From an optimization exercise on the open Yosys and OpenROAD flow, aimed at small area; shortcuts taken in it are not production practice. Function was checked by simulation only, so behaviour that the tests miss may differ from the original. Power is estimated from default activity; no workload was simulated.

### flow/constraint.sdc
create_clock -name core_clock -period 18.0 [get_ports {clk}]
set_input_delay 3.6000 -clock core_clock [delete_from_list [all_inputs] [get_ports {clk}]]
set_output_delay 3.6000 -clock core_clock [all_outputs]
set_load 0.01 [all_outputs]
### flow/config.mk
export PLATFORM = sky130hd
export DESIGN_NAME = qsp_frame_decoder
export DESIGN_NICKNAME = qsp_frame_decoder
export VERILOG_FILES = /design/flow/design.v
export SDC_FILE = /design/flow/constraint.sdc
export NUM_CORES = 4
export LEC_CHECK = 0
export CAP_MARGIN = 20
export CORE_MARGIN = 2
export CORE_UTILIZATION = 40
export SLEW_MARGIN = 20
### flow/design.v
module qsp_frame_decoder (
    input  wire         clk,
    input  wire         rst,           
    input  wire         in_valid,
    input  wire [7:0]   in_byte,
    output wire         sample_valid,
    output wire [223:0] sample,
    output wire [1:0]   diag,
    output reg  [15:0]  sync_cnt,
    output reg  [15:0]  len_cnt,
    output reg  [15:0]  crc_cnt
);
    localparam [4:0] LEN_AO = 5'd31;     
    reg [4:0]   fb_len;      
    reg [4:0]   rem;         
    reg [223:0] sr;          
    reg [15:0]  crc;         
    reg         cmatch;      
    wire ao   = (fb_len == LEN_AO);
    wire pz   = (rem == 5'd0);
    wire full = (fb_len == 5'd30);
    wire bz   = (in_byte == 8'h00);
    wire lt28 = (fb_len[4:2] != 3'b111);
    assign sample       = sr;
    assign sample_valid = ao & rem[2];
    assign diag         = {2{ao}} & rem[1:0];
    wire [4:0] code_rem = (in_byte[7:5] != 3'd0) ? 5'd31 : (in_byte[4:0] - 5'd1);
    wire [7:0] wdata = pz ? 8'h00 : in_byte;
    wire [7:0] cx0 = crc[15:8] ^ wdata;
    wire [7:0] cx  = cx0 ^ {4'h0, cx0[7:4]};
    wire [15:0] crc_next = {crc[7:0], 8'h00} ^ {cx[3:0], 12'h000} ^ {3'b000, cx, 5'b00000} ^ {8'h00, cx};
    reg       append;
    reg [1:0] err;
    reg       good;
    always @* begin
        append = 1'b0;
        err    = 2'd0;
        good   = 1'b0;
        if (!ao) begin
            if (bz) begin
                if (!pz)
                    err = 2'd1;
                else if (!full)
                    err = 2'd2;
                else if (!cmatch)
                    err = 2'd3;
                else
                    good = 1'b1;
            end else if (full) begin
                err = 2'd2;
            end else begin
                append = 1'b1;
            end
        end
    end
    wire result = good | (err != 2'd0);
    always @(posedge clk) begin
        if (!rst && in_valid && append && lt28)
            sr <= {wdata, sr[223:8]};
    end
    always @(posedge clk) begin
        if (ao)
            crc <= 16'h0000;
        else if (in_valid && append && lt28)
            crc <= crc_next;
    end
    always @(posedge clk) begin
        if (in_valid && append) begin
            if (fb_len == 5'd28)
                cmatch <= (wdata == crc[7:0]);
            else if (fb_len == 5'd29)
                cmatch <= cmatch & (cx0 == 8'h00);
        end
    end
    always @(posedge clk) begin
        if (rst) begin
            fb_len <= LEN_AO;
            rem    <= 5'd0;
        end else if (!in_valid) begin
            if (ao)
                rem <= 5'd0;
        end else if (ao) begin
            if (bz) begin
                rem <= 5'd0;
            end else begin
                fb_len <= 5'd0;
                rem    <= code_rem;
            end
        end else if (result) begin
            fb_len <= LEN_AO;
            rem    <= {2'b00, good, err};
        end else begin
            fb_len <= fb_len + 5'd1;
            rem    <= pz ? code_rem : (rem - 5'd1);
        end
    end
    always @(posedge clk) begin
        if (rst) begin
            sync_cnt <= 16'd0;
            len_cnt  <= 16'd0;
            crc_cnt  <= 16'd0;
        end else if (in_valid) begin
            if (err == 2'd1 && sync_cnt != 16'hFFFF)
                sync_cnt <= sync_cnt + 16'd1;
            if (err == 2'd2 && len_cnt != 16'hFFFF)
                len_cnt <= len_cnt + 16'd1;
            if (err == 2'd3 && crc_cnt != 16'hFFFF)
                crc_cnt <= crc_cnt + 16'd1;
        end
    end
endmodule
### flow/run.sh
#!/bin/bash
# synth_recipe.tcl (not shown) runs the flow's synth.tcl, then flattens the netlist and writes it again
# the make line also repeats each setting of config.mk as NAME=value (left out here)
make -C /OpenROAD-flow-scripts/flow DESIGN_CONFIG=/design/flow/config.mk WORK_HOME=/design/flow/orfs CLKGATE_MAP_FILE= SYNTH_SCRIPT=/design/flow/synth_recipe.tcl finish
==> flow_summary.ini, run 1 <==
[synthesis]
ys_ff_latch = 299
yosys.cell_types.count = 72
synth.area.top_cells = edfxtp_1 59%, dfxtp_1 13%, a21oi_1 2.2%
syn_area_per_cell_um2 = 14.7
netlist_area_um2 = 11500
synth_area_leader_cell = edfxtp_1
netlist_instances = 779
ys_warn_count = 1
yosys.area.top_type_share = 0.589
synthFlopType = edfxtp_1
synth_edf_count = 225
syn_nets = 800
synthArstFlopShare = 0
ys_seq_area_frac = 0.718

[floorplan]
rows = 61
ioPinCount = 286
die_area_um2 = 30000
start_util = 0.409
die_h_um = 173
die_w_um = 173
fp.coreArea_um2 = 28000

[clocking]
clockBufferDepth = 3
cts-htree-levels = 2
hold_buffers = 0
cts_tree = done
path_clk_slew_ns = 0.06
cts_setup_buffers = 0
clock_latency_ns = 0.50
ctsResizeCount = 0
root_buffer = clkbuf_16
cts.sinks = 299
numCtsBuffers = 34

[sta]
finalHoldViolCount = 0
finalSetupViolations = 0
finalCritPeriodShare = 0.391
fmax_mhz = 142
rsz0062_at_grt = false
period_needed_ns = 7.03
slew-limit-headroom = 0.331
finalMaxSlewViolations = 0
worst_pin_slew_ns = 1.00
skew_ns = 0.00959
finalSetupTns_ns = 0
whs_ns = 0.440

[cells_and_area]
seqCellArea_um2 = 8240
nFillCells = 2314
multi_input_area_um2 = 3010
n_antenna_cell = 0
layout.nets = 1095
drive_above_1_share = 0.0701
area_growth_pct = 36.9
stdcell_area_um2 = 15700

[drt]
num_vias = 7680
first_pass_iters = 5
wirelength_mm = 27.4
wl_met3_mm = 1.97
wire_per_inst_um = 18.6
route.detailed.drc = 0
vias_per_cell = 5.20
m1WireLength_mm = 11.9
met2RoutedLength_mm = 12.9
top_layer = met4
drtIter0Drc = 615
ant_nets = 0

[job]
drv_cap = 0

[worst_setup_path]
start_kind = flip-flop
worst-path-max-fanout = 19
worstSetupPathType = flip-flop to output pin
arrival_ns = 3.43
crit_path_end_kind = output pin
required_ns = 14.40

[place]
place_congestion = 0.827
portBuffers = 285
dp_hpwl_mm = 19.1
placed_area_um2 = 14700

[power]
ir_drop_mv = 0.0718
total_power_mw = 1.75
p_per_area_nw_per_um2 = 111
cellLeakagePower_nw = 5.21
switchingPower_mw = 0.436
swShare = 0.250
p_int_mw = 1.31
power_frac_seq = 0.482
combPwrFrac = 0.159
p_clk_frac = 0.359

[status]
outcome = no timing/DRC/antenna violations

[global_route]
antenna_found_initial = 0
grt_max_degree = 84
grt_pass1_wl_mm = 42.5
grt_overflow = 0
grt_usage = 0.177
grt_pass1_vias = 7348

[min_path]
holdCritPathClass = flip-flop to flip-flop
==> flip-flops by register name, indices dropped and copies added (netlist names) <==
name	flops
fb_len	5
len_cnt	16
crc_cnt	16
crc	16
sync_cnt	16
rem	5
sr	224
cmatch	1
==> cell usage in the layout, fill, tap and decap left out, types with 3 or more instances in the layout <==
cell type        netlist  routed
a31oi_1                4       4
clkinv_2               0      10
o31ai_1               20      20
o22ai_1                3       3
clkbuf_1              20      12
xnor2_1               18      18
nand3_1               40      40
clkbuf_16              0      35
and3_1                 4       4
ha_1                  10      10
a21o_1                 3       3
dfxtp_1               74      74
or3_1                 16      16
and2_1                 7       7
inv_1                 18      18
mux2_1                 6       6
o32ai_1                5       5
a21oi_1               51      51
o211ai_1               5       5
and4_1                 5       5
xnor3_1                6       6
edfxtp_1             225     225
nor4bb_1               4       4
buf_4                  2       6
nor2_1                38      37
or4_1                 22      22
o21ai_0               22      22
xor2_1                 4       4
nand2b_1               5       5
nand2_1               28      28
clkdlybuf4s50_1        0     284
nor3_1                 7       7
nor4_1                 5       5
o21ai_1               18      18
nand4_1               16      16
nor2b_1                9       9
==> power groups by stage <==
stage | Combinational (mW) | Clock [mW] | Sequential [mW]
2_1_floorplan | 0.178 | 0 | 0.867
3_3_place_gp | 0.276 | 0 | 0.854
3_5_place_dp | 0.279 | 0 | 0.855
4_1_cts | 0.279 | 0.645 | 0.842
5_1_grt | 0.303 | 0.673 | 0.848
6_report | 0.277 | 0.627 | 0.842
==> kinds of logic after synthesis <==
kind of cell / after synthesis / synth area share
AOI/OAI and AO/OA: 154 / 0.0849
xor gates and xnor gates: 33 / 0.0390
adders and majority gates: 10 / 0.0109
and+or+nand+nor: 223 / 0.118
muxes: 9 / 0.00862
buffers and inverters: 51 / 0.0206
DFF: 299 / 0.718
==> Yosys cell counts (3+ instances only) <==
cell type and instances:
clkbuf_1 20, buf_6 4, o21ai_1 18, o31ai_1 20, buf_2 6, xor2_1 4, dfxtp_1 74, o32ai_1 5
or3_1 16, mux2_1 6, and4_1 5, or4_1 22, nand3_1 40, nand2_1 28, nor4bb_1 4, o211ai_1 5
and2_1 7, xnor3_1 6, and3_1 4, xnor2_1 18, a21o_1 3, o21ai_0 22, inv_1 18, ha_1 10
nor2_1 38, a21oi_1 51, edfxtp_1 225, nor2b_1 9, o22ai_1 3, a31oi_1 4, nor3_1 7, nand4_1 16
nor4_1 5, nand2b_1 5
==> path summary, 6_finish.rpt <==
path,start,to,slack [ns],depth (start not counted)
worst min-delay path,sr[151],sr[143],0.44,0
worst max-delay path,fb_len[0],diag[1],10.97,6
worst max register to register,fb_len[0],sr[82],13.61,9
worst min register to register,sr[151],sr[143],0.44,0
==> metal layers <==
layer,vias to the layer above,GRT usage
met4,0,0.0523
met2,258,0.285
met3,48,0.0480
li1,3612,-
met5,-,0
met1,3762,0.235
==> final cells by class <==
cell class,instances,area share
clock buffer,49,0.0604
clock inverter,12,0.00399
inverter,19,0.00454
multi-input combinational,429,0.192
sequential,299,0.525
tap,378,0.0301
timing repair buffer,291,0.184
==> per-stage QoR <==
stage | cells | worst slack, ns | util
after floorplan | 779 | 3.04 | -
after global placement | 1416 | 10.50 | 0.524
after CTS | 1477 | 10.96 | 0.560
after global routing | 1477 | 10.57 | 0.560
final | 1477 | 10.97 | 0.560
after detailed placement | 1416 | 10.41 | 0.524
==> worst max-delay path: stages (launching register included) <==
cell             delay [ns]
dfxtp_1                0.42
ha_1                   0.22
and3_1                 0.17
ha_1                   0.56
clkinv_1               0.71
nor2_1                 0.26
clkdlybuf4s50_1        0.58
==> inputs of run 2 (changes only) <==
--- a/flow/config.mk
+++ b/flow/config.mk
@@ -8,4 +8,6 @@
 export CAP_MARGIN = 20
 export CORE_MARGIN = 2
 export CORE_UTILIZATION = 40
+export CTS_BUF_LIST = sky130_fd_sc_hd__clkbuf_4
+export CTS_CLUSTER_SIZE = 30
 export SLEW_MARGIN = 20
==> flow_summary.ini, run 2 <==
[worst_setup_path]
arrival_ns = 3.59
crit_path_end_kind = output pin
cp_num_buf_inv = 2
required_ns = 14.40
start_kind = flip-flop
worstSetupPathType = flip-flop to output pin
worst-path-max-fanout = 19
r2r_slack_ns = 13.64
worstRegToRegCells = 9
crit_family = buffers and inverters
rr_endpoint = sr[121]
critPathMostFrequentCell = ha_1
r2r-start = fb_len[0]
slowest_stage = clkinv_1
worst_path_largest_cell_delay_ns = 0.72
path_cells = ha_1 > and3_1 > ha_1 > clkinv_1 > nor2_1 > clkdlybuf4s50_1

[sta]
worst_pin_slew_ns = 1.00
finalHoldViolCount = 0
slew-limit-headroom = 0.333
fmax_mhz = 139
finalSetupViolations = 0
finalMaxSlewViolations = 0
setup_ws_ns = 10.81
rsz0062_at_grt = false
finalCritPeriodShare = 0.399
whs_ns = 0.424
period_needed_ns = 7.19
skew_ns = 0.0412
finalSetupTns_ns = 0

[synthesis]
ys_seq_area_frac = 0.718
yosys.cell_types.count = 72
ys_ff_latch = 299
post-synth-top-count-cell = edfxtp_1
synth.area.top_cells = edfxtp_1 59%, dfxtp_1 13%, a21oi_1 2.2%
syn_nets = 800
yosys.area.top_type_share = 0.589
synthTopCellsByCount = 225 x edfxtp_1, 74 x dfxtp_1, 51 x a21oi_1
syn_area_per_cell_um2 = 14.7
synthArstFlopShare = 0
synth_edf_count = 225
ys_warn_count = 1
synthFlopType = edfxtp_1
synth_area_leader_cell = edfxtp_1
netlist_instances = 779
netlist_area_um2 = 11500

[min_path]
whs_endpoint = sr[117]
min_from = sr[125]
min_path_cells = 0
holdCritPathClass = flip-flop to flip-flop

[floorplan]
start_util = 0.409
die_w_um = 173
die_area_um2 = 30000
die_h_um = 173
ioPinCount = 286
fp.coreArea_um2 = 28000
rows = 61

[place]
place_congestion = 0.827
portBuffers = 285
place_ws_ns = 10.41
dp.cells = 1416
dp_hpwl_mm = 19.1

[drt]
drtIter0Drc = 554
vias_per_cell = 5.07
num_vias = 7933
wire_per_inst_um = 17.8
wirelength_mm = 27.9
route.detailed.drc = 0
ant_nets = 0
first_pass_iters = 5

[clocking]
cts_setup_buffers = 0
cts-htree-levels = 3
hold_buffers = 0
path_clk_slew_ns = 0.07
cts.sinks = 299
root_buffer = clkbuf_4
cts_tree = done
clock_latency_ns = 0.67
numCtsBuffers = 82
ctsResizeCount = 0
clockBufferDepth = 3

[power]
total_power_mw = 1.73
cellLeakagePower_nw = 5.36
ir_drop_mv = 0.0568
p_per_area_nw_per_um2 = 110

[global_route]
antenna_found_initial = 1
grt_usage = 0.183
grt_pass1_vias = 7791
grt_overflow = 0
grt_pass1_wl_mm = 43.7
grt_max_degree = 84

[cells_and_area]
seqCellArea_um2 = 8240
multi_input_area_um2 = 3010
drive_above_1_share = 0.140
layout.nets = 1143
largest_reg_flops = 224
layout_commonest_cell = clkdlybuf4s50_1
top_register = sr
area_growth_pct = 37.6
nFillCells = 2359
final_cells = 1566
final_cell_mix = 284 x clkdlybuf4s50_1, 225 x edfxtp_1, 127 x clkbuf_4

[job]
drv_cap = 0

[status]
outcome = no timing/DRC/antenna violations
[run 2: through the flow]
step,utilization,instance area (um^2)
global placement,0.524,14700
detailed placement,0.524,14700
finish,0.563,15800
CTS,0.563,15800
floorplan,-,11500
global route,0.563,15800
[run 2: how the worst max path moves through the flow]
stage	start	to	depth (start not counted)
finish	fb_len[0]	diag[1]	6
CTS	fb_len[0]	diag[1]	6
detailed placement	in_byte[0]	sr[15]	10
global placement	in_byte[0]	sr[121]	10
global route	fb_len[0]	diag[1]	6
floorplan	in_byte[0]	sr[0]	8
[run 2: routing by layer]
metal	GRT usage	share of wire	wire [um]
met5	0	0	0
met4	0.0629	0.019	538
met3	0.0610	0.075	2100
met2	0.292	0.48	13300
met1	0.233	0.43	12000
[run 2: cell families after synthesis]
group,Yosys count,share of synthesized area
muxes,9,0.00862
buffers and inverters,51,0.0206
adders and majority gates,10,0.0109
and+or+nand+nor,223,0.118
xor gates and xnor gates,33,0.0390
AOI/OAI and AO/OA,154,0.0849
DFF,299,0.718
[run 2: layout make-up]
| cell class | count | share of cell area |
|---|---|---|
| sequential | 299 | 0.522 |
| antenna | 1 | 0.000159 |
| inverter | 19 | 0.00452 |
| clock buffer | 127 | 0.0604 |
| timing repair buffer | 291 | 0.183 |
| tap | 378 | 0.0300 |
| multi-input combinational | 429 | 0.191 |
| clock inverter | 22 | 0.00872 |
[run 2: worst reg2reg max path: stages (launching register included)]
cell and delay [ns]:
dfxtp_1 0.36, ha_1 0.24, and3_1 0.19, ha_1 0.40, nor2b_1 0.66, nand3_1 0.16, buf_4 0.27, nor2_4 0.12
buf_4 0.64, buf_4 0.90
[run 2: power by group]
group          switching, mW  total (mW)  leakage [nW]  internal [mW]
registers             0.0435       0.841          2.67          0.798
clock network          0.276       0.614         0.650          0.338
logic                  0.134       0.278          2.04          0.144
total                  0.453        1.73          5.36           1.28
==> inputs of run 3 (changes only) <==
==> flow/flow/run.sh (new file) <==
#!/bin/bash
# Own layout flow: the standard ORFS flow, but with the smallest buffer
# (sky130_fd_sc_hd__buf_1) for the input and output port buffers.
set -euo pipefail
export BUFFER_PORTS_ARGS="-buffer_cell sky130_fd_sc_hd__buf_1"
bash standard.sh finish > flow_finish.log 2>&1
==> flow/standard.sh (new file) <==
#!/bin/bash
# synth_recipe.tcl (not shown) runs the flow's synth.tcl, then flattens the netlist and writes it again
# the make line also repeats each setting of config.mk as NAME=value (left out here)
make -C /OpenROAD-flow-scripts/flow DESIGN_CONFIG=/design/flow/config.mk WORK_HOME=/design/flow/orfs CLKGATE_MAP_FILE= SYNTH_SCRIPT=/design/flow/synth_recipe.tcl "${@:-finish}"
--- a/flow/config.mk
+++ b/flow/config.mk
@@ -8,6 +8,4 @@
 export CAP_MARGIN = 20
 export CORE_MARGIN = 2
 export CORE_UTILIZATION = 40
-export CTS_BUF_LIST = sky130_fd_sc_hd__clkbuf_4
-export CTS_CLUSTER_SIZE = 30
 export SLEW_MARGIN = 20
removed: flow/run.sh
==> flow_summary.ini, run 3 <==
[status]
outcome = no timing/DRC/antenna violations

[worst_setup_path]
worst-path-max-fanout = 19
rr_endpoint = sr[199]
required_ns = 14.40
arrival_ns = 3.13
worstRegToRegCells = 9
worstSetupPathType = flip-flop to output pin
start_kind = flip-flop
r2r_slack_ns = 13.83
r2r-start = fb_len[0]
crit_path_end_kind = output pin

[drt]
route.detailed.drc = 0
first_pass_iters = 4
num_vias = 7605
wirelength_mm = 25.8
wire_per_inst_um = 17.5
vias_per_cell = 5.16
drtIter0Drc = 429
ant_nets = 0

[sta]
skew_ns = 0.0108
finalMaxSlewViolations = 0
setup_ws_ns = 11.27
finalSetupViolations = 0
finalSetupTns_ns = 0
finalHoldViolCount = 0
fmax_mhz = 149
period_needed_ns = 6.73
whs_ns = 0.443
rsz0062_at_grt = false
worst_pin_slew_ns = 1.10
finalCritPeriodShare = 0.374
slew-limit-headroom = 0.269

[floorplan]
fp.coreArea_um2 = 28000
rows = 61
die_h_um = 173
ioPinCount = 286
die_area_um2 = 30000
start_util = 0.409
die_w_um = 173

[synthesis]
netlist_area_um2 = 11500
syn_area_per_cell_um2 = 14.7
post-synth-top-count-cell = edfxtp_1
netlist_instances = 779
synthArstFlopShare = 0
synth.area.top_cells = edfxtp_1 59%, dfxtp_1 13%, a21oi_1 2.2%
syn_nets = 800
synthSimpleGateAreaFrac = 0.118
yosys.cell_types.count = 72
synth_edf_count = 225
ys_seq_area_frac = 0.718
synth_compound_gate_area_share = 0.0849
synth_mux_area_frac = 0.00862
yosys.area_share.adder = 0.0109
synth_area_leader_cell = edfxtp_1
synth_top_family_by_area = simple AND/OR/NAND/NOR gates
ys_ff_latch = 299
synthTopCellsByCount = 225 x edfxtp_1, 74 x dfxtp_1, 51 x a21oi_1
ys_warn_count = 1
synth_xor_area_frac = 0.0390
synthFlopType = edfxtp_1
yosys.area.top_type_share = 0.589

[clocking]
cts_setup_buffers = 0
ctsResizeCount = 0
hold_buffers = 0
clock_latency_ns = 0.55
path_clk_slew_ns = 0.06
cts-htree-levels = 1
root_buffer = clkbuf_16
numCtsBuffers = 31
clockBufferDepth = 3
cts.sinks = 299
cts_tree = done

[cells_and_area]
largest_reg_flops = 224
layout.nets = 1091
top_register = sr
area_growth_pct = 20.7
drive_above_1_share = 0.0648
final_cell_mix = 284 x buf_1, 225 x edfxtp_1, 74 x dfxtp_1
n_antenna_cell = 0
layout_commonest_cell = buf_1
final_cells = 1473
fin_util = 0.494
stdcell_area_um2 = 13800

[global_route]
antenna_found_initial = 0
grt_pass1_wl_mm = 39.8
grt_overflow = 0
grt_max_degree = 179
grt_pass1_vias = 7086
grt_usage = 0.164

[place]
placed_area_um2 = 12900
place_ws_ns = 11.09
dp.cells = 1415
place_congestion = 0.892
dp_hpwl_mm = 17.6
portBuffers = 285

[job]
drv_cap = 0

[min_path]
whs_endpoint = sr[185]
holdCritPathClass = flip-flop to flip-flop
min_from = sr[193]
min_path_cells = 0

[power]
p_per_area_nw_per_um2 = 120
cellLeakagePower_nw = 4.41
total_power_mw = 1.67
ir_drop_mv = 0.0745
## run 3: cell counts after synthesis
Identical to the previous run, type by type.
## run 3: critical path: stages, from the launching register on
cell,delay [ns]
dfxtp_1,0.42
ha_1,0.22
and3_1,0.17
ha_1,0.59
clkinv_1,0.71
nor2_1,0.28
buf_1,0.19
## run 3: worst max-delay path by stage
stage | start | endpoint | slack, ns | cells past startpoint
2_1_floorplan | in_byte[0] | sr[0] | 3.04 | 8
3_3_place_gp | in_byte[0] | sr[190] | 11.13 | 10
3_5_place_dp | in_byte[0] | sr[189] | 11.09 | 10
4_1_cts | fb_len[0] | diag[0] | 11.25 | 6
5_1_grt | fb_len[0] | diag[0] | 11.07 | 6
6_report | fb_len[0] | diag[0] | 11.27 | 6
## run 3: metal layers
metal | GRT usage | up-vias | share of wire
li1 | - | 3612 | -
met5 | 0 | - | 0
met2 | 0.268 | 267 | 0.47
met3 | 0.0340 | 50 | 0.065
met4 | 0.0516 | 0 | 0.030
met1 | 0.222 | 3676 | 0.43
## run 3: area by class of cell
type | count | area, um^2
Clock inverter | 20 | 129
Sequential cell | 299 | 8240
Fill cell | 2511 | 14200
Timing Repair Buffer | 290 | 1120
Tap cell | 378 | 473
Multi-Input combinational cell | 429 | 3010
Clock buffer | 38 | 802
Inverter | 19 | 71.3
## run 3: where the power goes
| group | internal (mW) | switching, mW |
|---|---|---|
| Sequential | 0.798 | 0.0419 |
| Clock | 0.330 | 0.255 |
| Combinational | 0.111 | 0.131 |
## run 3: cells by family after synthesis
kind of cell    Yosys count
compound gates          154
xor+xnor                 33
fa+ha+maj                10
buf+inv                  51
flops                   299
mux                       9
simple gates            223
==> inputs of run 4 (changes only) <==
--- a/flow/design.v
+++ b/flow/design.v
@@ -94,18 +94,27 @@
             rem    <= pz ? code_rem : (rem - 5'd1);
         end
     end
+    wire [16:0] sc, lc, cc;
+    assign sc[0] = in_valid & (err == 2'd1);
+    assign lc[0] = in_valid & (err == 2'd2);
+    assign cc[0] = in_valid & (err == 2'd3);
+    genvar gi;
+    generate
+        for (gi = 0; gi < 16; gi = gi + 1) begin : g_cnt
+            assign sc[gi+1] = sc[gi] & sync_cnt[gi];
+            assign lc[gi+1] = lc[gi] & len_cnt[gi];
+            assign cc[gi+1] = cc[gi] & crc_cnt[gi];
+        end
+    endgenerate
     always @(posedge clk) begin
         if (rst) begin
             sync_cnt <= 16'd0;
             len_cnt  <= 16'd0;
             crc_cnt  <= 16'd0;
-        end else if (in_valid) begin
-            if (err == 2'd1 && sync_cnt != 16'hFFFF)
-                sync_cnt <= sync_cnt + 16'd1;
-            if (err == 2'd2 && len_cnt != 16'hFFFF)
-                len_cnt <= len_cnt + 16'd1;
-            if (err == 2'd3 && crc_cnt != 16'hFFFF)
-                crc_cnt <= crc_cnt + 16'd1;
+        end else begin
+            sync_cnt <= (sync_cnt ^ sc[15:0]) | {16{sc[16]}};
+            len_cnt  <= (len_cnt  ^ lc[15:0]) | {16{lc[16]}};
+            crc_cnt  <= (crc_cnt  ^ cc[15:0]) | {16{cc[16]}};
         end
     end
 endmodule
==> flow/flow/run.sh (replaced) <==
#!/bin/bash
# Own layout flow: the standard ORFS flow, with the smallest buffer
# (sky130_fd_sc_hd__buf_1) for the input and output port buffers and a
# clock tree built from fewer, larger sink clusters.
set -euo pipefail
export BUFFER_PORTS_ARGS="-buffer_cell sky130_fd_sc_hd__buf_1"
export CTS_ARGS="-sink_clustering_enable -repair_clock_nets -sink_clustering_size 25 -sink_clustering_max_diameter 80 -dont_use_dummy_load"
bash standard.sh finish > flow_finish.log 2>&1
--- a/flow/config.mk
+++ b/flow/config.mk
@@ -7,5 +7,5 @@
 export LEC_CHECK = 0
 export CAP_MARGIN = 20
 export CORE_MARGIN = 2
-export CORE_UTILIZATION = 40
+export CORE_UTILIZATION = 60
 export SLEW_MARGIN = 20
==> flow_summary.ini, run 4 <==
[cells_and_area]
drive_above_1_share = 0.0412
final_cell_mix = 284 x buf_1, 225 x edfxtp_1, 126 x nor2_1
layout_commonest_cell = buf_1
layout.nets = 1060
largest_reg_flops = 224
n_antenna_cell = 0
top_register = sr
area_growth_pct = 15.5

[floorplan]
start_util = 0.615
die_w_um = 140
fp.coreArea_um2 = 18000
rows = 49
die_h_um = 140
ioPinCount = 286
die_area_um2 = 19600

[synthesis]
netlist_area_um2 = 11100
synth_area_leader_cell = edfxtp_1
synthFlopType = edfxtp_1
ys_ff_latch = 299
post-synth-top-count-cell = edfxtp_1
synth_edf_count = 225
synthTopCellsByCount = 225 x edfxtp_1, 127 x nor2_1, 74 x dfxtp_1
synthArstFlopShare = 0
syn_area_per_cell_um2 = 15.6
yosys.cell_types.count = 57
yosys.area.top_type_share = 0.610
ys_warn_count = 1
syn_nets = 776
synth.area.top_cells = edfxtp_1 61%, dfxtp_1 13%, ha_1 6.0%
ys_seq_area_frac = 0.743
netlist_instances = 712

[worst_setup_path]
crit_path_end_kind = flip-flop
start_kind = input pin
required_ns = 18.35
arrival_ns = 8.44
worst-path-max-fanout = 15
worstSetupPathType = input pin to flip-flop

[clocking]
ctsResizeCount = 0
numCtsBuffers = 16
cts-htree-levels = 1
clockBufferDepth = 3
cts.sinks = 299
cts_setup_buffers = 0
root_buffer = clkbuf_16
path_clk_slew_ns = 0.09
cts_tree = done
clock_latency_ns = 0.49
hold_buffers = 0

[drt]
num_vias = 6735
wirelength_mm = 23.3
first_pass_iters = 5
wire_per_inst_um = 19.1
ant_nets = 0
route.detailed.drc = 0
drtIter0Drc = 448
vias_per_cell = 5.51

[global_route]
grt_pass1_wl_mm = 35.4
grt_max_degree = 93
grt_usage = 0.229
grt_overflow = 0
grt_pass1_vias = 6356
antenna_found_initial = 0

[sta]
finalHoldViolCount = 0
skew_ns = 0.0425
fmax_mhz = 124
finalCritPeriodShare = 0.449
finalMaxSlewViolations = 0
worst_pin_slew_ns = 0.818
rsz0062_at_grt = false
period_needed_ns = 8.08
slew-limit-headroom = 0.455
finalSetupViolations = 0
finalSetupTns_ns = 0

[job]
drv_cap = 0

[power]
p_per_area_nw_per_um2 = 114
cellLeakagePower_nw = 4.58
total_power_mw = 1.46
ir_drop_mv = 0.136

[place]
place_congestion = 0.928
dp_hpwl_mm = 17.1
portBuffers = 285

[status]
outcome = no timing/DRC/antenna violations

[min_path]
holdCritPathClass = flip-flop to flip-flop
run 4: cell count changes after synthesis, moves of 8 or more:
| cell | previous run | this run |
|---|---|---|
| nand4_1 | 16 | 5 |
| or3_1 | 16 | 3 |
| a21oi_1 | 51 | 18 |
| o21ai_1 | 18 | 3 |
| inv_1 | 18 | 10 |
| nor2_1 | 38 | 127 |
| o31ai_1 | 20 | 1 |
| ha_1 | 10 | 53 |
| or4_1 | 22 | 0 |
| nand3_1 | 40 | 9 |
| nand2_1 | 28 | 16 |
run 4: worst paths after layout:
check	depth (start not counted)	from	slack, ns	to
worst min-delay path	0	sr[222]	0.44	sr[214]
worst max register to register	24	fb_len[0]	12.92	crc_cnt[8]
worst max-delay path	27	in_byte[0]	9.92	len_cnt[10]
worst min register to register	0	sr[222]	0.44	sr[214]
run 4: final cells by class:
type | count | area, um^2
flip-flops and latches | 299 | 8240
fillers | 1258 | 5230
multi-input cells | 376 | 2690
repair buffers | 293 | 1140
clock buffers | 16 | 400
well taps | 229 | 287
inverters | 10 | 37.5
run 4: kinds of logic (layout without fill, tap and decap cells):
group | after synthesis | in the layout | share of synthesized area
adder cells (fa/ha/maj) | 53 | 53 | 0.0598
AO/OA/AOI/OAI | 81 | 81 | 0.0472
AND/OR/NAND/NOR | 215 | 215 | 0.0950
buffers and inverters | 37 | 319 | 0.0147
flip-flops | 299 | 299 | 0.743
XOR/XNOR | 27 | 27 | 0.0400
run 4: metrics by stage:
step                cells  hold WS, ns  setup slack [ns]  utilization  cell area [um^2]
finish               1223        0.440              9.92        0.710             12800
global route         1223        0.451              9.56        0.710             12800
CTS                  1222        0.443              9.97        0.709             12800
detailed placement   1206        0.432              9.47        0.687             12400
global placement     1206        0.429              9.72        0.687             12400
floorplan             712        0.470              3.19            -             11100
run 4: worst max-delay path, stage by stage:
cell and delay, ns:
buf_1 0.27, inv_1 0.15, ha_1 0.26, nor4b_1 0.15, buf_4 0.19, nand2_1 0.17
nor2_1 0.10, a21oi_1 0.18, nor2_1 0.08, ha_1 0.19, ha_1 0.19, ha_1 0.18
ha_1 0.19, ha_1 0.19, ha_1 0.19, ha_1 0.18, ha_1 0.18, ha_1 0.18
ha_1 0.18, ha_1 0.19, ha_1 0.19, ha_1 0.19, ha_1 0.18, ha_1 0.19
and2_1 0.29, nor2_1 0.15, nor2_1 0.06
run 4: where the power goes:
group / internal (mW) / switching (mW)
logic: 0.128 / 0.134
clock network: 0.160 / 0.193
registers: 0.797 / 0.0479
run 4: routing by layer:
| layer | vias to the layer above | global-route usage | wire [um] |
|---|---|---|---|
| met5 | - | 0 | 0 |
| met4 | 0 | 0.0805 | 836 |
| met3 | 51 | 0.0421 | 1610 |
| met2 | 266 | 0.402 | 11900 |
| met1 | 3253 | 0.289 | 9000 |
| li1 | 3165 | - | - |
==> inputs of run 5 (changes only) <==
==> flow/flow/run.sh (replaced) <==
#!/bin/bash
# Own layout flow: the standard ORFS flow, with the smallest buffer
# (sky130_fd_sc_hd__buf_1) for the input and output port buffers and a
# clock tree built from fewer, larger sink clusters.
set -euo pipefail
export BUFFER_PORTS_ARGS="-buffer_cell sky130_fd_sc_hd__buf_1"
export CTS_ARGS="-sink_clustering_enable -repair_clock_nets -sink_clustering_size 30 -sink_clustering_max_diameter 120"
bash standard.sh finish > flow_finish.log 2>&1
--- a/flow/config.mk
+++ b/flow/config.mk
@@ -5,6 +5,7 @@
 export SDC_FILE = /design/flow/constraint.sdc
 export NUM_CORES = 4
 export LEC_CHECK = 0
+export ABC_AREA = 1
 export CAP_MARGIN = 20
 export CORE_MARGIN = 2
 export CORE_UTILIZATION = 60
==> flow_summary.ini, run 5 <==
[clocking]
cts-htree-levels = 1
hold_buffers = 0
root_buffer = clkbuf_16
numCtsBuffers = 13
cts_tree = done
clock_latency_ns = 0.50
cts_setup_buffers = 0
cts.sinks = 299
clockBufferDepth = 3
ctsResizeCount = 0
path_clk_slew_ns = 0.11

[synthesis]
ys_seq_area_frac = 0.750
syn_nets = 873
synthArstFlopShare = 0
post-synth-top-count-cell = edfxtp_1
synth_edf_count = 225
synth_area_leader_cell = edfxtp_1
yosys.area.top_type_share = 0.615
netlist_area_um2 = 11000
ys_ff_latch = 299
synth.area.top_cells = edfxtp_1 61%, dfxtp_1 13%, ha_1 6.0%
synthFlopType = edfxtp_1
synthTopCellsByCount = 225 x edfxtp_1, 124 x nand2_1, 100 x inv_1
syn_area_per_cell_um2 = 13.6
ys_warn_count = 1
yosys.cell_types.count = 29
netlist_instances = 809

[drt]
ant_nets = 0
drtIter0Drc = 454
route.detailed.drc = 0
num_vias = 6794
wire_per_inst_um = 16.8
wirelength_mm = 22.4
first_pass_iters = 5
vias_per_cell = 5.10

[sta]
rsz0062_at_grt = false
finalCritPeriodShare = 0.435
finalSetupTns_ns = 0
setup_ws_ns = 10.18
finalHoldViolCount = 0
finalMaxSlewViolations = 0
finalSetupViolations = 0
whs_ns = 0.456
period_needed_ns = 7.82
skew_ns = 0.0271
worst_pin_slew_ns = 0.826
slew-limit-headroom = 0.450
fmax_mhz = 128

[cells_and_area]
nFillCells = 1329
layout_commonest_cell = buf_1
fin_util = 0.707
n_antenna_cell = 0
layout.nets = 1161
stdcell_area_um2 = 12700
area_growth_pct = 15.5
drive_above_1_share = 0.0435
largest_reg_flops = 224
final_cell_mix = 284 x buf_1, 225 x edfxtp_1, 124 x nand2_1
top_register = sr

[power]
ir_drop_mv = 0.141
p_clk_frac = 0.229
cellLeakagePower_nw = 4.79
power_frac_seq = 0.580
swShare = 0.290
p_int_mw = 1.03
combPwrFrac = 0.191
switchingPower_mw = 0.420
p_per_area_nw_per_um2 = 114

[job]
drv_cap = 0

[floorplan]
rows = 49
fp.coreArea_um2 = 18000
ioPinCount = 286
die_h_um = 139
die_w_um = 139
die_area_um2 = 19400
start_util = 0.612

[status]
outcome = no timing/DRC/antenna violations

[global_route]
antenna_found_initial = 0
grt_usage = 0.223
grt_pass1_wl_mm = 34.2
grt_max_degree = 95
grt_pass1_vias = 6164
grt_overflow = 0

[worst_setup_path]
slowest_stage = nand2_1
crit_family = adder cells
critPathLaunch = in_byte[0]
critPathMostFrequentCell = ha_1
r2r-start = fb_len[1]
worstSetupPathType = input pin to flip-flop
required_ns = 18.35
crit_path_end_kind = flip-flop
start_kind = input pin
worst-path-max-fanout = 15
arrival_ns = 8.17
cp_num_buf_inv = 3
worst_path_largest_cell_delay_ns = 0.40

[place]
placed_area_um2 = 12300
dp_hpwl_mm = 16.4
place_ws_ns = 9.37
place_congestion = 0.885
portBuffers = 285

[min_path]
holdCritPathClass = flip-flop to flip-flop
min_from = sr[203]
==> run 5: cell count changes after synthesis, moves of 11 or more <==
cell / before / now
nand2_1: 16 / 124
nand3_1: 9 / 33
a21oi_1: 18 / 72
nor2_1: 127 / 27
xnor2_1: 12 / 1
inv_1: 10 / 100
==> run 5: cell type report <==
class	instances	area [um^2]	area share
Clock buffer	21	355	0.0280
Inverter	105	394	0.0310
Timing Repair Buffer	289	1130	0.0889
Multi-Input combinational cell	389	2290	0.180
Clock inverter	1	8.76	0.000690
Sequential cell	299	8240	0.649
Tap cell	229	287	0.0226
==> run 5: per-layer routing <==
metal / track usage / vias to the layer above / share of wire / wire length, um
li1: - / 3345 / - / -
met1: 0.303 / 3181 / 0.41 / 9080
met2: 0.377 / 236 / 0.49 / 11000
met3: 0.0389 / 32 / 0.074 / 1660
met4: 0.0595 / 0 / 0.027 / 599
met5: 0 / - / 0 / 0
==> run 5: power groups by stage <==
| stage | combinational (mW) | sequential, mW | clock [mW] |
|---|---|---|---|
| 6_report | 0.276 | 0.840 | 0.332 |
| 3_3_place_gp | 0.271 | 0.854 | 0 |
| 2_1_floorplan | 0.192 | 0.873 | 0 |
| 4_1_cts | 0.273 | 0.841 | 0.342 |
| 5_1_grt | 0.314 | 0.849 | 0.363 |
| 3_5_place_dp | 0.272 | 0.856 | 0 |
==> run 5: path summary, 6_finish.rpt <==
| kind | end | slack (ns) | cells after the start |
|---|---|---|---|
| max reg2reg | sync_cnt[12] | 12.38 | 24 |
| min | sr[195] | 0.46 | 0 |
| max | len_cnt[3] | 10.18 | 28 |
| min reg2reg | sr[195] | 0.46 | 0 |
==> run 5: logic make-up (layout without fill, tap and decap cells) <==
| group | after synthesis | count (layout) | synth area share |
|---|---|---|---|
| flops | 299 | 299 | 0.750 |
| simple gates | 214 | 214 | 0.0871 |
| buf+inv | 121 | 416 | 0.0430 |
| compound gates | 113 | 113 | 0.0527 |
| fa+ha+maj | 53 | 53 | 0.0603 |
| xor+xnor | 9 | 9 | 0.00717 |
==> run 5: per-stage QoR <==
stage	total power, mW	instances
after global routing	1.53	1333
after global placement	1.12	1310
final	1.45	1333
after floorplan	1.07	809
after detailed placement	1.13	1310
after CTS	1.46	1332
==> inputs of run 6 (changes only) <==
--- a/flow/config.mk
+++ b/flow/config.mk
@@ -5,7 +5,6 @@
 export SDC_FILE = /design/flow/constraint.sdc
 export NUM_CORES = 4
 export LEC_CHECK = 0
-export ABC_AREA = 1
 export CAP_MARGIN = 20
 export CORE_MARGIN = 2
 export CORE_UTILIZATION = 60
==> flow_summary.ini, run 6 <==
[drt]
drtIter0Drc = 489
m1WireLength_mm = 8.97
route.detailed.drc = 0
wl_met3_mm = 1.55
vias_per_cell = 5.45
met2RoutedLength_mm = 12.0
top_layer = met4
ant_nets = 0
num_vias = 6702
wirelength_mm = 23.2
wire_per_inst_um = 18.9
first_pass_iters = 7

[synthesis]
synthFlopType = edfxtp_1
synth_edf_count = 225
synth_area_leader_cell = edfxtp_1
ys_ff_latch = 299
netlist_instances = 712
synth.area.top_cells = edfxtp_1 61%, dfxtp_1 13%, ha_1 6.0%
syn_nets = 776
yosys.cell_types.count = 57
post-synth-top-count-cell = edfxtp_1
syn_area_per_cell_um2 = 15.6
synthArstFlopShare = 0
synthTopCellsByCount = 225 x edfxtp_1, 127 x nor2_1, 74 x dfxtp_1
ys_seq_area_frac = 0.743
netlist_area_um2 = 11100
yosys.area.top_type_share = 0.610
ys_warn_count = 1

[cells_and_area]
final_cells = 1229
n_antenna_cell = 0
final_cell_mix = 284 x buf_1, 225 x edfxtp_1, 126 x nor2_1
layout.nets = 1057
largest_reg_flops = 224
drive_above_1_share = 0.0390
layout_commonest_cell = buf_1
area_growth_pct = 15.1
stdcell_area_um2 = 12800
top_register = sr

[place]
dp_hpwl_mm = 17.1
placed_area_um2 = 12400
place_ws_ns = 9.47
portBuffers = 285
dp.cells = 1206
place_congestion = 0.928

[status]
outcome = no timing/DRC/antenna violations

[clocking]
cts_setup_buffers = 0
ctsResizeCount = 0
cts_tree = done
path_clk_slew_ns = 0.11
cts.sinks = 299
cts-htree-levels = 1
hold_buffers = 0
clock_latency_ns = 0.48
numCtsBuffers = 13
clockBufferDepth = 3
root_buffer = clkbuf_16

[global_route]
grt_pass1_wl_mm = 35.1
grt_usage = 0.227
grt_pass1_vias = 6321
grt_overflow = 0
antenna_found_initial = 0
grt_max_degree = 93

[power]
total_power_mw = 1.44
ir_drop_mv = 0.148
cellLeakagePower_nw = 4.56
p_per_area_nw_per_um2 = 113

[sta]
finalSetupViolations = 0
fmax_mhz = 124
slew-limit-headroom = 0.447
finalSetupTns_ns = 0
finalCritPeriodShare = 0.449
rsz0062_at_grt = false
finalHoldViolCount = 0
worst_pin_slew_ns = 0.830
finalMaxSlewViolations = 0
period_needed_ns = 8.07
setup_ws_ns = 9.93
skew_ns = 0.0141

[floorplan]
start_util = 0.615
ioPinCount = 286
die_area_um2 = 19600
die_w_um = 140
rows = 49
die_h_um = 140
fp.coreArea_um2 = 18000

[job]
drv_cap = 0

[worst_setup_path]
required_ns = 18.36
worstSetupPathType = input pin to flip-flop
start_kind = input pin
crit_path_end_kind = flip-flop
worst-path-max-fanout = 15
arrival_ns = 8.43

[min_path]
holdCritPathClass = flip-flop to flip-flop
run 6: power by group:
group          total, mW  switching, mW  internal [mW]
Sequential         0.845         0.0479          0.797
Combinational      0.261          0.133          0.128
Clock              0.330          0.190          0.139
Total               1.44          0.372           1.06
run 6: worst max-delay path, stage by stage:
cell and delay (ns):
buf_1 0.27, inv_1 0.15, ha_1 0.26, nor4b_1 0.15
buf_4 0.19, nand2_1 0.16, nor2_1 0.10, a21oi_1 0.18
nor2_1 0.08, ha_1 0.19, ha_1 0.19, ha_1 0.19
ha_1 0.19, ha_1 0.19, ha_1 0.19, ha_1 0.18
ha_1 0.18, ha_1 0.18, ha_1 0.18, ha_1 0.19
ha_1 0.19, ha_1 0.19, ha_1 0.18, ha_1 0.19
and2_1 0.29, nor2_1 0.16, nor2_1 0.06
run 6: stage by stage:
step / utilization / hold slack (ns)
3_3_place_gp: 0.687 / 0.429
6_report: 0.708 / 0.455
5_1_grt: 0.708 / 0.465
4_1_cts: 0.707 / 0.457
2_1_floorplan: - / 0.470
3_5_place_dp: 0.687 / 0.432
run 6: logic make-up after synthesis:
family                   synth area share
flip-flops                          0.743
AND/OR/NAND/NOR                    0.0950
AO/OA/AOI/OAI                      0.0472
adder cells (fa/ha/maj)            0.0598
buffers and inverters              0.0147
XOR/XNOR                           0.0400
run 6: cell type report:
class	instances	area, um^2
timing repair buffer	293	1140
inverter	10	37.5
fill	1260	5270
sequential	299	8240
clock inverter	1	8.76
clock buffer	21	355
tap	229	287
multi-input combinational	376	2690
run 6: path summary, 6_finish.rpt:
check	startpoint	to	slack [ns]	cells after the start
min	sr[10]	sr[2]	0.46	0
max reg2reg	fb_len[0]	crc_cnt[8]	12.89	24
max	in_byte[0]	len_cnt[6]	9.93	27
min reg2reg	sr[10]	sr[2]	0.46	0
run 6: layer usage:
metal  vias up  track usage
li1       3170            -
met1      3230        0.286
met2       260        0.403
met3        42       0.0383
met4         0       0.0726
met5         -            0
==> inputs of run 7 (changes only) <==
--- a/flow/design.v
+++ b/flow/design.v
@@ -24,7 +24,10 @@
     assign sample       = sr;
     assign sample_valid = ao & rem[2];
     assign diag         = {2{ao}} & rem[1:0];
-    wire [4:0] code_rem = (in_byte[7:5] != 3'd0) ? 5'd31 : (in_byte[4:0] - 5'd1);
+    wire       code_pos = ao | pz;
+    wire [4:0] dec      = (code_pos ? in_byte[4:0] : rem) - 5'd1;
+    wire       code_sat = code_pos & (in_byte[7:5] != 3'd0);
+    wire [4:0] rem_next = code_sat ? 5'd31 : dec;
     wire [7:0] wdata = pz ? 8'h00 : in_byte;
     wire [7:0] cx0 = crc[15:8] ^ wdata;
     wire [7:0] cx  = cx0 ^ {4'h0, cx0[7:4]};
@@ -64,13 +67,11 @@
         else if (in_valid && append && lt28)
             crc <= crc_next;
     end
+    wire eq_lo = ((wdata ^ crc[7:0]) == 8'h00);
+    wire eq_hi = (cx0 == 8'h00);
     always @(posedge clk) begin
-        if (in_valid && append) begin
-            if (fb_len == 5'd28)
-                cmatch <= (wdata == crc[7:0]);
-            else if (fb_len == 5'd29)
-                cmatch <= cmatch & (cx0 == 8'h00);
-        end
+        if (in_valid && append && fb_len[4:1] == 4'b1110)
+            cmatch <= fb_len[0] ? (cmatch & eq_hi) : eq_lo;
     end
     always @(posedge clk) begin
         if (rst) begin
@@ -84,14 +85,14 @@
                 rem <= 5'd0;
             end else begin
                 fb_len <= 5'd0;
-                rem    <= code_rem;
+                rem    <= rem_next;
             end
         end else if (result) begin
             fb_len <= LEN_AO;
             rem    <= {2'b00, good, err};
         end else begin
             fb_len <= fb_len + 5'd1;
-            rem    <= pz ? code_rem : (rem - 5'd1);
+            rem    <= rem_next;
         end
     end
     wire [16:0] sc, lc, cc;
==> flow_summary.ini, run 7 <==
[place]
placed_area_um2 = 12100
portBuffers = 285
dp_hpwl_mm = 17.1
place_congestion = 0.903
dp.cells = 1207

[power]
total_power_mw = 1.43
power_frac_seq = 0.593
p_int_mw = 1.03
swShare = 0.274
p_per_area_nw_per_um2 = 114
combPwrFrac = 0.179
switchingPower_mw = 0.391
ir_drop_mv = 0.0856
p_clk_frac = 0.228
cellLeakagePower_nw = 4.43

[synthesis]
syn_area_per_cell_um2 = 15.0
ys_seq_area_frac = 0.758
ys_ff_latch = 299
netlist_area_um2 = 10900
netlist_instances = 723
synthTopCellsByCount = 225 x edfxtp_1, 131 x nor2_1, 74 x dfxtp_1
yosys.cell_types.count = 52
post-synth-top-count-cell = edfxtp_1
yosys.area.top_type_share = 0.621
synthArstFlopShare = 0
syn_nets = 783
synth_area_leader_cell = edfxtp_1
synthFlopType = edfxtp_1
synth_edf_count = 225
ys_warn_count = 1
synth.area.top_cells = edfxtp_1 62%, dfxtp_1 14%, ha_1 5.6%

[clocking]
cts.sinks = 299
cts-htree-levels = 1
numCtsBuffers = 13
ctsResizeCount = 0
path_clk_slew_ns = 0.11
hold_buffers = 0
cts_tree = done
root_buffer = clkbuf_16
clockBufferDepth = 3
cts_setup_buffers = 0
clock_latency_ns = 0.47

[worst_setup_path]
r2r-start = fb_len[0]
arrival_ns = 8.42
worstSetupPathType = input pin to flip-flop
start_kind = input pin
worst-path-max-fanout = 15
worstRegToRegCells = 24
rr_endpoint = crc_cnt[6]
r2r_slack_ns = 11.52
required_ns = 18.35
crit_path_end_kind = flip-flop

[sta]
finalHoldViolCount = 0
rsz0062_at_grt = false
whs_ns = 0.456
finalCritPeriodShare = 0.449
finalMaxSlewViolations = 0
period_needed_ns = 8.08
finalSetupTns_ns = 0
worst_pin_slew_ns = 1.04
fmax_mhz = 124
skew_ns = 0.00774
slew-limit-headroom = 0.304
finalSetupViolations = 0

[cells_and_area]
n_antenna_cell = 0
multi_input_area_um2 = 2430
area_growth_pct = 14.9
layout.nets = 1054
top_register = sr
stdcell_area_um2 = 12500
layout_commonest_cell = buf_1
largest_reg_flops = 224
final_cell_mix = 284 x buf_1, 225 x edfxtp_1, 130 x nor2_1
seqCellArea_um2 = 8240
nFillCells = 1241
drive_above_1_share = 0.0300
final_cells = 1230

[drt]
first_pass_iters = 5
vias_per_cell = 5.53
top_layer = met4
wl_met3_mm = 1.74
wire_per_inst_um = 18.7
wirelength_mm = 22.9
m1WireLength_mm = 8.84
ant_nets = 0
drtIter0Drc = 527
route.detailed.drc = 0
num_vias = 6796
met2RoutedLength_mm = 11.6

[job]
drv_cap = 0

[floorplan]
rows = 49
die_area_um2 = 19200
fp.coreArea_um2 = 17800
ioPinCount = 286
start_util = 0.609
die_w_um = 139
die_h_um = 139

[global_route]
grt_max_degree = 101
grt_overflow = 0
grt_usage = 0.229
grt_pass1_vias = 6272
grt_pass1_wl_mm = 35.1
antenna_found_initial = 0

[min_path]
holdCritPathClass = flip-flop to flip-flop
min_path_cells = 0
whs_endpoint = sr[49]
min_from = sr[57]

[status]
outcome = no timing/DRC/antenna violations
-- run 7: cell count changes in the layout (fill, tap and decap cells not counted), sizes merged, moves of 6 or more --
cell,before,now
nand2,16,24
xor2,1,16
nand3b,7,0
xnor3,9,0
nand2b,6,0
a21oi,18,31
-- run 7: critical path: stages --
cell and delay (ns):
buf_1 0.22, or4_4 0.59, nor3_1 0.42, nor2_1 0.11
a21oi_1 0.15, nor2_1 0.09, ha_1 0.21, ha_1 0.18
ha_1 0.18, ha_1 0.18, ha_1 0.18, ha_1 0.18
ha_1 0.18, ha_1 0.18, ha_1 0.18, ha_1 0.18
ha_1 0.19, ha_1 0.19, ha_1 0.18, ha_1 0.18
ha_1 0.19, and2_1 0.29, nor2_1 0.16, nor2_1 0.05
-- run 7: layout make-up --
class                   instances  area share
repair buffers                289      0.0900
inverters                      13     0.00391
well taps                     229      0.0229
clock buffers                  21      0.0284
flip-flops and latches        299       0.659
multi-input cells             378       0.195
clock inverters                 1    0.000701
-- run 7: cells by family (layout without fill, tap and decap cells) --
kind of cell             Yosys count  count (layout)  synth area share
adder cells (fa/ha/maj)           49              49            0.0564
AO/OA/AOI/OAI                     90              90            0.0543
XOR/XNOR                          38              38            0.0320
AND/OR/NAND/NOR                  201             201            0.0801
flip-flops                       299             299             0.758
buffers and inverters             46             324            0.0194
-- run 7: how the worst max path moves through the flow --
| stage | slack (ns) | end | startpoint |
|---|---|---|---|
| after floorplan | 3.16 | sr[0] | in_byte[6] |
| final | 9.92 | len_cnt[4] | in_byte[1] |
| after global placement | 9.63 | len_cnt[14] | in_byte[3] |
| after detailed placement | 9.45 | len_cnt[4] | in_byte[1] |
| after CTS | 9.95 | len_cnt[4] | in_byte[1] |
| after global routing | 9.61 | len_cnt[4] | in_byte[1] |
-- run 7: per-stage QoR --
stage / setup WS (ns) / util
after global placement: 9.63 / 0.678
after floorplan: 3.16 / -
final: 9.92 / 0.700
after global routing: 9.61 / 0.700
after detailed placement: 9.45 / 0.678
after CTS: 9.95 / 0.698
-- run 7: power by group through the flow --
stage	logic (mW)	registers, mW	clock network, mW
detailed placement	0.251	0.862	0
finish	0.255	0.846	0.325
global route	0.282	0.853	0.359
CTS	0.252	0.846	0.335
global placement	0.247	0.858	0
floorplan	0.188	0.870	0
-- run 7: routing by layer --
metal / global-route usage / up-vias
li1: - / 3142
met1: 0.299 / 3291
met2: 0.400 / 313
met3: 0.0383 / 50
met4: 0.0734 / 0
met5: 0 / -
==> inputs of run 8 (changes only) <==
==> flow/flow/run.sh (replaced) <==
#!/bin/bash
# Own layout flow: the standard ORFS flow (standard.sh) with three changes:
#  * ABC maps the logic with an area-oriented script (flow/abc_area.script)
#    instead of ORFS's delay-oriented one; registers are mapped as before;
#  * the input and output port buffers use the smallest buffer (buf_1);
#  * the clock tree uses fewer, larger sink clusters.
set -euo pipefail
W=$PWD
rm -rf "$W/scripts_mod"
cp -r "$FLOW_HOME/scripts" "$W/scripts_mod"
cp "$W/flow/abc_area.script" "$W/scripts_mod/abc_area.script"
export BUFFER_PORTS_ARGS="-buffer_cell sky130_fd_sc_hd__buf_1"
export CTS_ARGS="-sink_clustering_enable -repair_clock_nets -sink_clustering_size 30 -sink_clustering_max_diameter 120 -dont_use_dummy_load"
bash standard.sh SCRIPTS_DIR="$W/scripts_mod" ABC_AREA=1 finish > flow_finish.log 2>&1
==> flow/flow/abc_area.script (new file) <==
strash
&get -n
&st
&deepsyn -T 30
&dch -f
&nf -a -R 1000
&put
topo
--- a/flow/config.mk
+++ b/flow/config.mk
@@ -7,5 +7,5 @@
 export LEC_CHECK = 0
 export CAP_MARGIN = 20
 export CORE_MARGIN = 2
-export CORE_UTILIZATION = 60
+export CORE_UTILIZATION = 70
 export SLEW_MARGIN = 20
==> flow_summary.ini, run 8 <==
[worst_setup_path]
crit_path_end_kind = flip-flop
worst-path-max-fanout = 15
critPathLaunch = in_byte[5]
worstSetupPathType = input pin to flip-flop
r2r-start = fb_len[0]
start_kind = input pin
arrival_ns = 8.29
required_ns = 18.40

[global_route]
grt_usage = 0.282
grt_max_degree = 168
grt_pass1_wl_mm = 33.9
antenna_found_initial = 0
grt_pass1_vias = 5937
grt_overflow = 0

[place]
place_congestion = 0.910
place_ws_ns = 9.86
placed_area_um2 = 11500
portBuffers = 285
dp_hpwl_mm = 15.7

[synthesis]
synthFlopType = edfxtp_1
syn_nets = 678
synth.area.top_cells = edfxtp_1 66%, dfxtp_1 15%, ha_1 6.0%
synth_edf_count = 225
netlist_area_um2 = 10200
ys_ff_latch = 299
ys_warn_count = 1
synthTopCellsByCount = 225 x edfxtp_1, 112 x nor2_1, 74 x dfxtp_1
yosys.cell_types.count = 31
synth_area_leader_cell = edfxtp_1
syn_area_per_cell_um2 = 16.5
post-synth-top-count-cell = edfxtp_1
yosys.area.top_type_share = 0.662
netlist_instances = 618
synthArstFlopShare = 0
ys_seq_area_frac = 0.807

[cells_and_area]
largest_reg_flops = 224
layout_commonest_cell = buf_1
nFillCells = 758
layout.nets = 980
multi_input_area_um2 = 1920
area_growth_pct = 16.3
drive_above_1_share = 0.0196
seqCellArea_um2 = 8240
n_antenna_cell = 0
top_register = sr
final_cell_mix = 284 x buf_1, 225 x edfxtp_1, 110 x nor2_1
stdcell_area_um2 = 11900

[sta]
finalSetupViolations = 0
finalCritPeriodShare = 0.438
fmax_mhz = 127
slew-limit-headroom = 0.352
skew_ns = 0.0187
rsz0062_at_grt = false
finalSetupTns_ns = 0
finalHoldViolCount = 0
finalMaxSlewViolations = 0
period_needed_ns = 7.88
worst_pin_slew_ns = 0.972
setup_ws_ns = 10.12

[min_path]
holdCritPathClass = flip-flop to flip-flop
min_from = sr[58]

[floorplan]
die_h_um = 125
start_util = 0.710
rows = 44
ioPinCount = 286
die_area_um2 = 15600
fp.coreArea_um2 = 14400
die_w_um = 125

[power]
p_int_mw = 1.02
p_per_area_nw_per_um2 = 120
p_clk_frac = 0.224
swShare = 0.279
switchingPower_mw = 0.396
power_frac_seq = 0.607
ir_drop_mv = 0.109
cellLeakagePower_nw = 4.29
combPwrFrac = 0.169

[clocking]
numCtsBuffers = 13
hold_buffers = 0
cts_setup_buffers = 0
clockBufferDepth = 3
ctsResizeCount = 0
root_buffer = clkbuf_16
clock_latency_ns = 0.48
path_clk_slew_ns = 0.12
cts.sinks = 299
cts-htree-levels = 1
cts_tree = done

[drt]
wire_per_inst_um = 20.6
vias_per_cell = 5.80
wirelength_mm = 22.7
num_vias = 6388
route.detailed.drc = 0
first_pass_iters = 6
drtIter0Drc = 680
ant_nets = 0

[job]
drv_cap = 0

[status]
outcome = no timing/DRC/antenna violations
-- run 8: changes by cell type after synthesis, sizes merged, moves of 11 or more --
cell / before / now
clkinv: 1 / 15
nor2: 131 / 112
buf: 11 / 0
inv: 12 / 0
xnor2: 22 / 2
clkbuf: 22 / 0
a21oi: 31 / 12
-- run 8: per-layer routing --
metal	wire (um)	part of all wire	vias to the layer above	GRT usage
li1	-	-	2852	-
met1	7950	0.35	3123	0.352
met2	12100	0.53	362	0.508
met3	1800	0.079	51	0.0442
met4	813	0.036	0	0.0905
met5	0	0	-	0
-- run 8: worst paths after layout --
path	cells past startpoint	slack, ns	to
max	24	10.12	crc_cnt[10]
min	0	0.44	sr[50]
min reg2reg	0	0.44	sr[50]
max reg2reg	24	12.43	crc_cnt[10]
-- run 8: kinds of logic (layout without fill, tap and decap cells) --
kind of cell             after synthesis  count (layout)  synth area share
XOR/XNOR                              18              18            0.0154
multiplexers                           2               2           0.00196
AND/OR/NAND/NOR                      179             179            0.0736
buffers and inverters                 15             315           0.00552
adder cells (fa/ha/maj)               49              49            0.0601
flip-flops                           299             299             0.807
AO/OA/AOI/OAI                         56              56            0.0362
-- run 8: cell type report --
| class | instances | share of cell area |
|---|---|---|
| Multi-Input combinational cell | 304 | 0.162 |
| Tap cell | 184 | 0.0194 |
| Inverter | 15 | 0.00474 |
| Timing Repair Buffer | 287 | 0.0926 |
| Sequential cell | 299 | 0.694 |
| Clock buffer | 13 | 0.0274 |
-- run 8: worst max-delay path, cell delays in order --
cell and delay [ns]:
buf_1 0.09, nor3_1 0.27, nand3_1 0.26, a21oi_1 0.27, nand2_1 0.13, nor3_1 0.29, ha_1 0.22, ha_1 0.14
ha_1 0.13, ha_1 0.14, ha_1 0.16, ha_1 0.15, ha_1 0.14, ha_1 0.15, ha_1 0.16, ha_1 0.16
ha_1 0.15, ha_1 0.15, ha_1 0.18, ha_1 0.19, ha_1 0.18, and2_0 0.68, nor2_1 0.13, nor2_1 0.14
-- run 8: power groups by stage --
| stage | clock (mW) | combinational (mW) | sequential (mW) |
|---|---|---|---|
| after floorplan | 0 | 0.139 | 0.897 |
| after global routing | 0.341 | 0.258 | 0.867 |
| after global placement | 0 | 0.226 | 0.868 |
| after detailed placement | 0 | 0.233 | 0.874 |
| final | 0.317 | 0.240 | 0.861 |
| after CTS | 0.321 | 0.235 | 0.860 |
-- run 8: stage by stage --
step | std cells | total power [mW] | util | hold WS [ns]
5_1_grt | 1102 | 1.47 | 0.826 | 0.455
6_report | 1102 | 1.42 | 0.826 | 0.443
3_5_place_dp | 1089 | 1.11 | 0.803 | 0.429
2_1_floorplan | 618 | 1.04 | - | 0.427
3_3_place_gp | 1089 | 1.09 | 0.803 | 0.428
4_1_cts | 1102 | 1.42 | 0.826 | 0.439
==> inputs of run 9 (changes only) <==
--- a/flow/flow/run.sh
+++ b/flow/flow/run.sh
@@ -10,5 +10,5 @@
 cp -r "$FLOW_HOME/scripts" "$W/scripts_mod"
 cp "$W/flow/abc_area.script" "$W/scripts_mod/abc_area.script"
 export BUFFER_PORTS_ARGS="-buffer_cell sky130_fd_sc_hd__buf_1"
-export CTS_ARGS="-sink_clustering_enable -repair_clock_nets -sink_clustering_size 30 -sink_clustering_max_diameter 120 -dont_use_dummy_load"
+export CTS_ARGS="-sink_clustering_enable -repair_clock_nets -sink_clustering_size 16 -sink_clustering_max_diameter 80 -buf_list sky130_fd_sc_hd__clkbuf_8 -dont_use_dummy_load"
 bash standard.sh SCRIPTS_DIR="$W/scripts_mod" ABC_AREA=1 finish > flow_finish.log 2>&1
--- a/flow/config.mk
+++ b/flow/config.mk
@@ -7,5 +7,5 @@
 export LEC_CHECK = 0
 export CAP_MARGIN = 20
 export CORE_MARGIN = 2
-export CORE_UTILIZATION = 70
+export CORE_UTILIZATION = 60
 export SLEW_MARGIN = 20
==> flow_summary.ini, run 9 <==
[synthesis]
syn_area_per_cell_um2 = 16.5
synth_area_leader_cell = edfxtp_1
ys_warn_count = 1
synth_edf_count = 225
syn_nets = 678
netlist_area_um2 = 10200
post-synth-top-count-cell = edfxtp_1
synth.area.top_cells = edfxtp_1 66%, dfxtp_1 15%, ha_1 6.0%
synthFlopType = edfxtp_1
ys_ff_latch = 299
netlist_instances = 618
ys_seq_area_frac = 0.807
synthArstFlopShare = 0
synthTopCellsByCount = 225 x edfxtp_1, 112 x nor2_1, 74 x dfxtp_1
yosys.area.top_type_share = 0.662
yosys.cell_types.count = 31

[clocking]
cts_tree = done
clockBufferDepth = 3
path_clk_slew_ns = 0.10
root_buffer = clkbuf_8
numCtsBuffers = 22
clock_latency_ns = 0.53
hold_buffers = 0
cts_setup_buffers = 0
cts.sinks = 299
ctsResizeCount = 0
cts-htree-levels = 1

[cells_and_area]
top_register = sr
final_cell_mix = 284 x buf_1, 225 x edfxtp_1, 111 x nor2_1
layout_commonest_cell = buf_1
area_growth_pct = 16.5
stdcell_area_um2 = 11900
largest_reg_flops = 224
layout.nets = 989
n_antenna_cell = 0
drive_above_1_share = 0.0280

[global_route]
antenna_found_initial = 0
grt_pass1_wl_mm = 31.6
grt_usage = 0.225
grt_max_degree = 214
grt_pass1_vias = 5806
grt_overflow = 0

[worst_setup_path]
required_ns = 18.37
arrival_ns = 7.96
worst_path_largest_cell_delay_ns = 0.36
rr_endpoint = sync_cnt[2]
start_kind = input pin
r2r-start = fb_len[0]
worstSetupPathType = input pin to flip-flop
critPathMostFrequentCell = ha_1
r2r_slack_ns = 12.62
path_cells = buf_1 > nor3_1 > nand3_1 > a21oi_1 > nor2_1 > ha_1 > ha_1 > ha_1 > ha_1 > ha_1 > ha_1 > ha_1 > ha_1 > ha_1 > ha_1 > ha_1 > ha_1 > ha_1 > ha_1 > ha_1 > and2_0 > nor2_1 > nor2_1
worst-path-max-fanout = 15
slowest_stage = and2_0
crit_path_end_kind = flip-flop
worstRegToRegCells = 24

[min_path]
whs_endpoint = sr[151]
holdCritPathClass = flip-flop to flip-flop
min_path_cells = 0
min_from = sr[159]

[sta]
slew-limit-headroom = 0.280
rsz0062_at_grt = false
finalMaxSlewViolations = 0
finalSetupViolations = 0
finalCritPeriodShare = 0.421
finalHoldViolCount = 0
fmax_mhz = 132
skew_ns = 0.0315
setup_ws_ns = 10.42
period_needed_ns = 7.58
finalSetupTns_ns = 0
worst_pin_slew_ns = 1.08

[drt]
wirelength_mm = 20.9
wire_per_inst_um = 18.2
ant_nets = 0
first_pass_iters = 5
vias_per_cell = 5.38
drtIter0Drc = 397
route.detailed.drc = 0
num_vias = 6176

[power]
cellLeakagePower_nw = 4.29
ir_drop_mv = 0.0694
total_power_mw = 1.39
p_per_area_nw_per_um2 = 117

[status]
outcome = no timing/DRC/antenna violations

[place]
place_ws_ns = 9.91
portBuffers = 285
placed_area_um2 = 11600
dp_hpwl_mm = 15.2
place_congestion = 0.896

[floorplan]
die_h_um = 134
fp.coreArea_um2 = 16600
die_w_um = 134
rows = 47
die_area_um2 = 18100
start_util = 0.615
ioPinCount = 286

[job]
drv_cap = 0
==> run 9: cells by family after synthesis <==
group,after synthesis,synth area share
muxes,2,0.00196
xor gates and xnor gates,18,0.0154
AOI/OAI and AO/OA,56,0.0362
DFF,299,0.807
adders and majority gates,49,0.0601
buffers and inverters,15,0.00552
and+or+nand+nor,179,0.0736
==> run 9: worst max-delay path by stage <==
| stage | startpoint | to | slack [ns] | cells after the start |
|---|---|---|---|---|
| finish | in_byte[5] | len_cnt[3] | 10.42 | 23 |
| global route | in_byte[5] | crc_cnt[5] | 10.01 | 24 |
| CTS | in_byte[5] | len_cnt[3] | 10.45 | 23 |
| detailed placement | in_byte[5] | len_cnt[3] | 9.91 | 23 |
| global placement | in_byte[5] | len_cnt[0] | 10.11 | 23 |
| floorplan | in_valid | sr[0] | 3.69 | 3 |
==> run 9: metrics by stage <==
step,instances,hold WS (ns),utilization
after floorplan,618,0.427,-
after global placement,1125,0.428,0.699
after detailed placement,1125,0.429,0.699
after CTS,1147,0.442,0.717
after global routing,1147,0.461,0.717
final,1147,0.441,0.717
==> run 9: cell type report <==
class | count | area, um^2
clock buffer | 22 | 303
sequential | 299 | 8240
timing repair buffer | 287 | 1100
multi-input combinational | 304 | 1920
tap | 220 | 275
inverter | 15 | 56.3
fill | 1146 | 4690
==> run 9: critical path, delay by kind of cell <==
| kind | cells | cell delay (ns) |
|---|---|---|
| fa+ha+maj | 15 | 2.70 |
| simple gates | 6 | 1.30 |
| compound gates | 1 | 0.26 |
| buf+inv | 1 | 0.09 |
==> run 9: per-layer routing <==
layer	wire length (um)	vias up	GRT usage
li1	-	2866	-
met1	8210	3005	0.291
met2	10300	246	0.377
met3	1490	59	0.0480
met4	889	0	0.0877
met5	0	-	0
==> run 9: power by group <==
group | switching (mW) | internal, mW | total, mW
logic | 0.159 | 0.0736 | 0.233
clock network | 0.187 | 0.110 | 0.297
registers | 0.0392 | 0.818 | 0.857
total | 0.385 | 1.00 | 1.39

[what the ideal ports hide]
In the flow no input, the clock included, has a driving cell. The finished layouts below were timed again as built, in two steps. Step 1, drivers: a clkbuf_16 drives clk and a buf_2 each remaining input, both assumed. Step 2 also shifts input and output timing later by t, the mid clock arrival at the registers, as if the neighbouring blocks saw the same clock. a / b / c = ideal ports / drivers / drivers and shift; a / b = the first two.
run | t (ns) | slack for setup (ns) | worst data-port slew with drivers (ns)
run 1 | 0.538 | 10.970 / 10.924 / 10.466 | 0.05
run 2 | 0.700 | 10.811 / 10.765 / 10.464 | 0.05
run 3 | 0.591 | 11.273 / 11.228 / 11.015 | 0.06
run 4 | 0.514 | 9.916 / 9.940 / 9.426 | 0.04
run 5 | 0.526 | 10.178 / 10.197 / 9.671 | 0.04
run 6 | 0.525 | 9.927 / 9.950 / 9.425 | 0.04
run 7 | 0.515 | 9.923 / 9.948 / 9.433 | 0.03
run 8 | 0.514 | 10.116 / 10.137 / 9.623 | 0.03
run 9 | 0.563 | 10.418 / 10.439 / 9.876 | 0.03
After both steps every run listed still meets setup and hold. For run 9, which loses most, drivers alone change the setup slack by +0.021 ns; drivers and shift together by -0.542 ns.
